Background: an optimization exercise with open tools, aiming at small area. Do not read the settings as production practice. In this exercise RTL edits were held to simulation tests only and were not proved equivalent to the original. Power figures rest on the tool's default switching activity, not on a simulated workload.

==> trial 63: inputs <==
Design aes_cbc_dec, start of the top module:
module aes_cbc_dec (
    input  wire        clk,
    input  wire        rst,
    input  wire        bus_valid,
    input  wire        bus_we,
    input  wire [7:0]  bus_addr,
    input  wire [31:0] bus_wdata,
    output reg  [31:0] bus_rdata
);
export LEC_CHECK = 0
export ABC_AREA = 1
export CAP_MARGIN = 20
export CORE_MARGIN = 2
export CORE_UTILIZATION = 40
export SLEW_MARGIN = 20
create_clock -name core_clock -period 10.0 [get_ports {clk}]
standard.sh (not shown) runs the stock make flow with config.mk's settings and CLKGATE_MAP_FILE= SYNTH_SCRIPT=/design/flow/synth_recipe.tcl, a recipe that flattens the netlist after the stock synthesis.
==> flow/flow/run.sh <==
#!/bin/bash
# Layout flow: the standard ORFS flow, with three changes that only
# affect how much cell area the layout uses:
#  - ABC maps the logic for area (flow/abc_own.script) instead of with the
#    delay-driven buffering/sizing script; registers are mapped by Yosys
#    before ABC runs, exactly as in the standard synthesis;
#  - the port buffers are the smallest buffer instead of clkdlybuf4s50;
#  - clock tree synthesis uses small clock buffers (clkbuf_4) in clusters of
#    at most 9 flip-flops and does not add dummy loads.
# Everything else (synthesis script, floorplan, power grid, tap cells,
# placement, CTS, routing) is the standard flow's. Each tool's output goes
# to a log file in the work folder.
set -euo pipefail
W=$(pwd)
rm -rf "$W/own_scripts"
cp -r "$FLOW_HOME/scripts" "$W/own_scripts"
cp "$W/flow/abc_own.script" "$W/own_scripts/abc_area.script"
export SCRIPTS_DIR="$W/own_scripts"
export ABC_AREA=1
export BUFFER_PORTS_ARGS="-buffer_cell sky130_fd_sc_hd__buf_1"
export CTS_ARGS="-sink_clustering_enable -repair_clock_nets -dont_use_dummy_load -buf_list sky130_fd_sc_hd__clkbuf_4 -sink_clustering_size 9 -sink_clustering_max_diameter 40"
make -C "$FLOW_HOME" DESIGN_CONFIG="$W/config.mk" WORK_HOME="$W/orfs" \
    CLKGATE_MAP_FILE= SYNTH_SCRIPT="$W/synth_recipe.tcl" finish > "$W/make_finish.log" 2>&1
R="$W/orfs/results/${FLOW_PLATFORM:-sky130hd}/aes_cbc_dec/base"
: # left out here: write the final layout as DEF
==> flow/flow/abc_own.script <==
strash
&get -n
&fraig -x
&put
scorr
dc2
strash
&get -n
&dch -f
&nf -R 1000 -a
&put
==> inputs of build 37, as changes to trial 63 <==
--- a/flow/design.v
+++ b/flow/design.v
@@ -1,58 +1,11 @@
 module aes_inv_sbox (
     input  wire [7:0] a,
     output wire [7:0] y
 );
-    function [1:0] m4;  input [1:0] p, q; reg h;
-        begin h = p[1] & q[1];
-        m4 = {h ^ (p[1] & q[0]) ^ (p[0] & q[1]), h ^ (p[0] & q[0])}; end
-    endfunction
-    function [3:0] m16; input [3:0] p, q; reg [1:0] h;
-        begin h = m4(p[3:2], q[3:2]);
-        m16 = {h ^ m4(p[3:2], q[1:0]) ^ m4(p[1:0], q[3:2]), m4(h, 2'd3) ^ m4(p[1:0], q[1:0])}; end
-    endfunction
-    function [3:0] i16; input [3:0] p;
-        case (p)
-            4'd0: i16 = 4'd0;
-            4'd1: i16 = 4'd1;
-            4'd2: i16 = 4'd3;
-            4'd3: i16 = 4'd2;
-            4'd4: i16 = 4'd10;
-            4'd5: i16 = 4'd8;
-            4'd6: i16 = 4'd14;
-            4'd7: i16 = 4'd13;
-            4'd8: i16 = 4'd5;
-            4'd9: i16 = 4'd11;
-            4'd10: i16 = 4'd4;
-            4'd11: i16 = 4'd9;
-            4'd12: i16 = 4'd15;
-            4'd13: i16 = 4'd7;
-            4'd14: i16 = 4'd6;
-            4'd15: i16 = 4'd12;
-        endcase
-    endfunction
-    wire [7:0] t;
-    assign t[0] = a[0] ^ a[2] ^ a[4] ^ 1'b1;
-    assign t[1] = a[0] ^ a[2] ^ a[5];
-    assign t[2] = a[0] ^ a[4] ^ 1'b1;
-    assign t[3] = a[0] ^ a[1] ^ a[2] ^ a[4];
-    assign t[4] = a[1] ^ a[2] ^ a[3] ^ a[4] ^ a[5] ^ a[6] ^ a[7] ^ 1'b1;
-    assign t[5] = a[3] ^ a[4] ^ a[5] ^ a[6];
-    assign t[6] = a[0] ^ a[1] ^ a[2] ^ a[3] ^ a[6] ^ a[7] ^ 1'b1;
-    assign t[7] = a[1] ^ a[2] ^ a[6] ^ a[7];
-    wire [3:0] ah = t[7:4], al = t[3:0];
-    wire [3:0] d = m16(m16(ah, ah), 4'd15) ^ m16(ah, al) ^ m16(al, al);
-    wire [3:0] di = i16(d);
-    wire [7:0] u = {m16(ah, di), m16(ah ^ al, di)};
-    assign y[0] = u[0] ^ u[2] ^ u[3] ^ u[5] ^ u[6];
-    assign y[1] = u[4] ^ u[5] ^ u[6];
-    assign y[2] = u[1] ^ u[5] ^ u[6];
-    assign y[3] = u[1];
-    assign y[4] = u[1] ^ u[3] ^ u[5];
-    assign y[5] = u[1] ^ u[2] ^ u[3] ^ u[5] ^ u[6];
-    assign y[6] = u[2] ^ u[4] ^ u[7];
-    assign y[7] = u[1] ^ u[2] ^ u[3] ^ u[5] ^ u[6] ^ u[7];
+    localparam [2047:0] INV_SBOX = 2048'h7d0c2155631469e126d677ba7e042b17619953833cbbebc8b0f52aae4d3be0a0_ef9cc9939f7ae52d0d4ab519a97f51605fec8027591012b131c7078833a8dd1f_f45acd78fec0db9a2079d2c64b3e56fc1bbe18aa0e62b76f89c5291d711af147_6edf751ce837f9e28535ade72274ac9673e6b4f0cecff297eadc674f4111913a_6b8a130103bdafc1020f3fca8f1e2cd00645b3b80558e4f70ad3bc8c00abd890_849d8da75746155edab9edfd5048706c92b6655dcc5ca4d41698688664f6f872_25d18b6d49a25b76b224d92866a12e084ec3fa420b954cee3d23c2a632947b54_cbe9dec444438e3487ff2f9b8239e37cfbd7f3819ea340bf38a53630d56a0952;
+    assign y = INV_SBOX[8*a +: 8];
 endmodule
 module aes_inv_core (
     input  wire [31:0] heads,     
     input  wire [1:0]  sel,       
     input  wire        pass,      
@@ -377,35 +330,35 @@
             lane2 <= {mcph ? mc[23:16] : y, lane2[31:8]};
         if (mcph || (lane_step && sel == 2'd3))
             lane3 <= {mcph ? mc[31:24] : y, lane3[31:8]};
     end
     always @(posedge clk) begin
-        rbusy <= busy;
-        if (do_pop)
-            rsel <= R_DOUT;
-        else if (rd_ok && a_stat)
-            rsel <= R_STAT;
-        else if (rd_ok && a_len)
-            rsel <= R_LEN;
-        else if (rd_ok && a_icnt)
-            rsel <= R_ICNT;
-        else if (rd_ok && a_ocnt)
-            rsel <= R_OCNT;
-        else
-            rsel <= R_ZERO;
+        if (rd) begin
+            rbusy <= busy;
+            if (do_pop)
+                rsel <= R_DOUT;
+            else if (rd_ok && a_stat)
+                rsel <= R_STAT;
+            else if (rd_ok && a_len)
+                rsel <= R_LEN;
+            else if (rd_ok && a_icnt)
+                rsel <= R_ICNT;
+            else if (rd_ok && a_ocnt)
+                rsel <= R_OCNT;
+            else
+                rsel <= R_ZERO;
+        end
     end
-    wire        sel_o   = (rsel == R_OCNT);
-    wire [27:0] cnt_hi  = icnt[31:4] - {27'd0, sel_o & full} - {27'd0, sel_o & ordy};
-    wire [3:0]  cnt_lo  = sel_o ? optr : icnt[3:0];
+    wire [27:0] ocnt_hi = icnt[31:4] - {26'd0, full} - {26'd0, ordy};
     wire [31:0] status = {20'd0, 3'd0, state == S_ERR, 2'b00, perr,
                           busy || rbusy, ordy && !rbusy, irdy && !rbusy, state};
     always @(*) begin
         case (rsel)
             R_STAT:  bus_rdata = status;
             R_LEN:   bus_rdata = len;
-            R_ICNT:  bus_rdata = {cnt_hi, cnt_lo};
-            R_OCNT:  bus_rdata = {cnt_hi, cnt_lo};
+            R_ICNT:  bus_rdata = icnt;
+            R_OCNT:  bus_rdata = {ocnt_hi, optr};
             R_DOUT:  bus_rdata = {24'd0, hm};
             default: bus_rdata = 32'd0;
         endcase
     end
     always @(posedge clk) begin
==> flow/run.sh (new file) <==
#!/bin/bash
# synth_recipe.tcl (not shown) runs the flow's synth.tcl, then flattens the netlist and writes it again
# the make line also repeats each setting of config.mk as NAME=value (left out here)
make -C /OpenROAD-flow-scripts/flow DESIGN_CONFIG=/design/flow/config.mk WORK_HOME=/design/flow/orfs CLKGATE_MAP_FILE= SYNTH_SCRIPT=/design/flow/synth_recipe.tcl finish
removed: flow/flow/run.sh
removed: flow/flow/abc_own.script
removed: flow/standard.sh
==> inputs of build 27, as changes to trial 63 <==
==> flow/run.sh (new file) <==
#!/bin/bash
# synth_recipe.tcl (not shown) runs the flow's synth.tcl, then flattens the netlist and writes it again
# the make line also repeats each setting of config.mk as NAME=value (left out here)
make -C /OpenROAD-flow-scripts/flow DESIGN_CONFIG=/design/flow/config.mk WORK_HOME=/design/flow/orfs CLKGATE_MAP_FILE= SYNTH_SCRIPT=/design/flow/synth_recipe.tcl finish
removed: flow/flow/run.sh
removed: flow/flow/abc_own.script
removed: flow/standard.sh
==> qor summary <==
metric	trial 63	build 27	build 37
Placed instance area	22,800 µm²	25,400 µm²	26,100 µm²
Cell leakage power	6.73 nW	10.0 nW	10.3 nW
Maximum fanout count along the critical path	8	5	34
Clock distribution area overhead in the final layout	0.0231	0.0598	0.0638
GRT Total Usage	0.197	0.199	0.243
Die boundary width	235 µm	249 µm	253 µm
Met3 Track Usage GR	0.0423	0.0284	0.0458
Routed met3 length	4.00 mm	3.78 mm	7.04 mm
Sink of the worst hold path	ch[174]$_DFFE_PP_	lane0[1]$_DFFE_PP_	ch[255]$_DFFE_PP_
Instance count of the mapped netlist	1,810	2,500	2,669
Relative contribution of the clock network to total power	0.306	0.461	0.480
Status	complete, no violations	complete, no violations	complete, no violations
Combinational Power Share	0.008	0.008	0.011
Cell repeated most along the worst path	nand2_1	nor3_1	-
Hpwl dp	37.4 mm	44.6 mm	54.7 mm
Post-route non-filler standard cell count	2,683	3,367	3,537
Area share of and/or/nand/nor cells after synthesis	0.128	0.218	0.235
Power Clock	0.000933 W	0.00182 W	0.00198 W
Clock latency of the later-clocked register in the worst-skew pair	0.82 ns	0.61 ns	0.62 ns
Wirelength, routed	54.8 mm	63.0 mm	78.7 mm
Post-route minimum period	8.46 ns	7.97 ns	7.07 ns
Avg WL per Cell	20.4 µm	18.7 µm	22.3 µm
Hold wc startpoint	ch[166]$_DFFE_PP_	lane0[9]$_DFFE_PP_	ch[247]$_DFFE_PP_
Routed length on met2	23.6 mm	28.0 mm	34.7 mm
Post-route setup slack	1.54 ns	2.03 ns	2.93 ns
Number of buffers other than clock buffers in the final layout	111	96	103

port drivers added, routing unchanged:
How much do the figures lean on ideal ports? The routed layouts below were timed once more, with nothing changed but the port constraints. Step 1 (the two cells are an assumption about what drives the block):
set clk [get_ports {clk}]
set_driving_cell -lib_cell sky130_fd_sc_hd__clkbuf_16 $clk
set_driving_cell -lib_cell sky130_fd_sc_hd__buf_2 [delete_from_list [all_inputs] $clk]
Step 2 adds t to the input delays and takes it off the output delays; t is the mean of the earliest and latest rising clock arrival at the registers after step 1. Input paths then give back, and output paths get back, about the clock's delay inside the block. Three values: no drivers, after step 1, after step 2; two values: the first two.
run	t, ns	setup WS [ns]	worst setup path at the end
trial 63	0.806	1.536 / 1.477 / 1.589	register to register
build 37	0.652	2.926 / 2.866 / 3.518	register to output
build 27	0.641	2.026 / 1.966 / 2.607	register to output
After both steps every run listed still meets setup and hold.
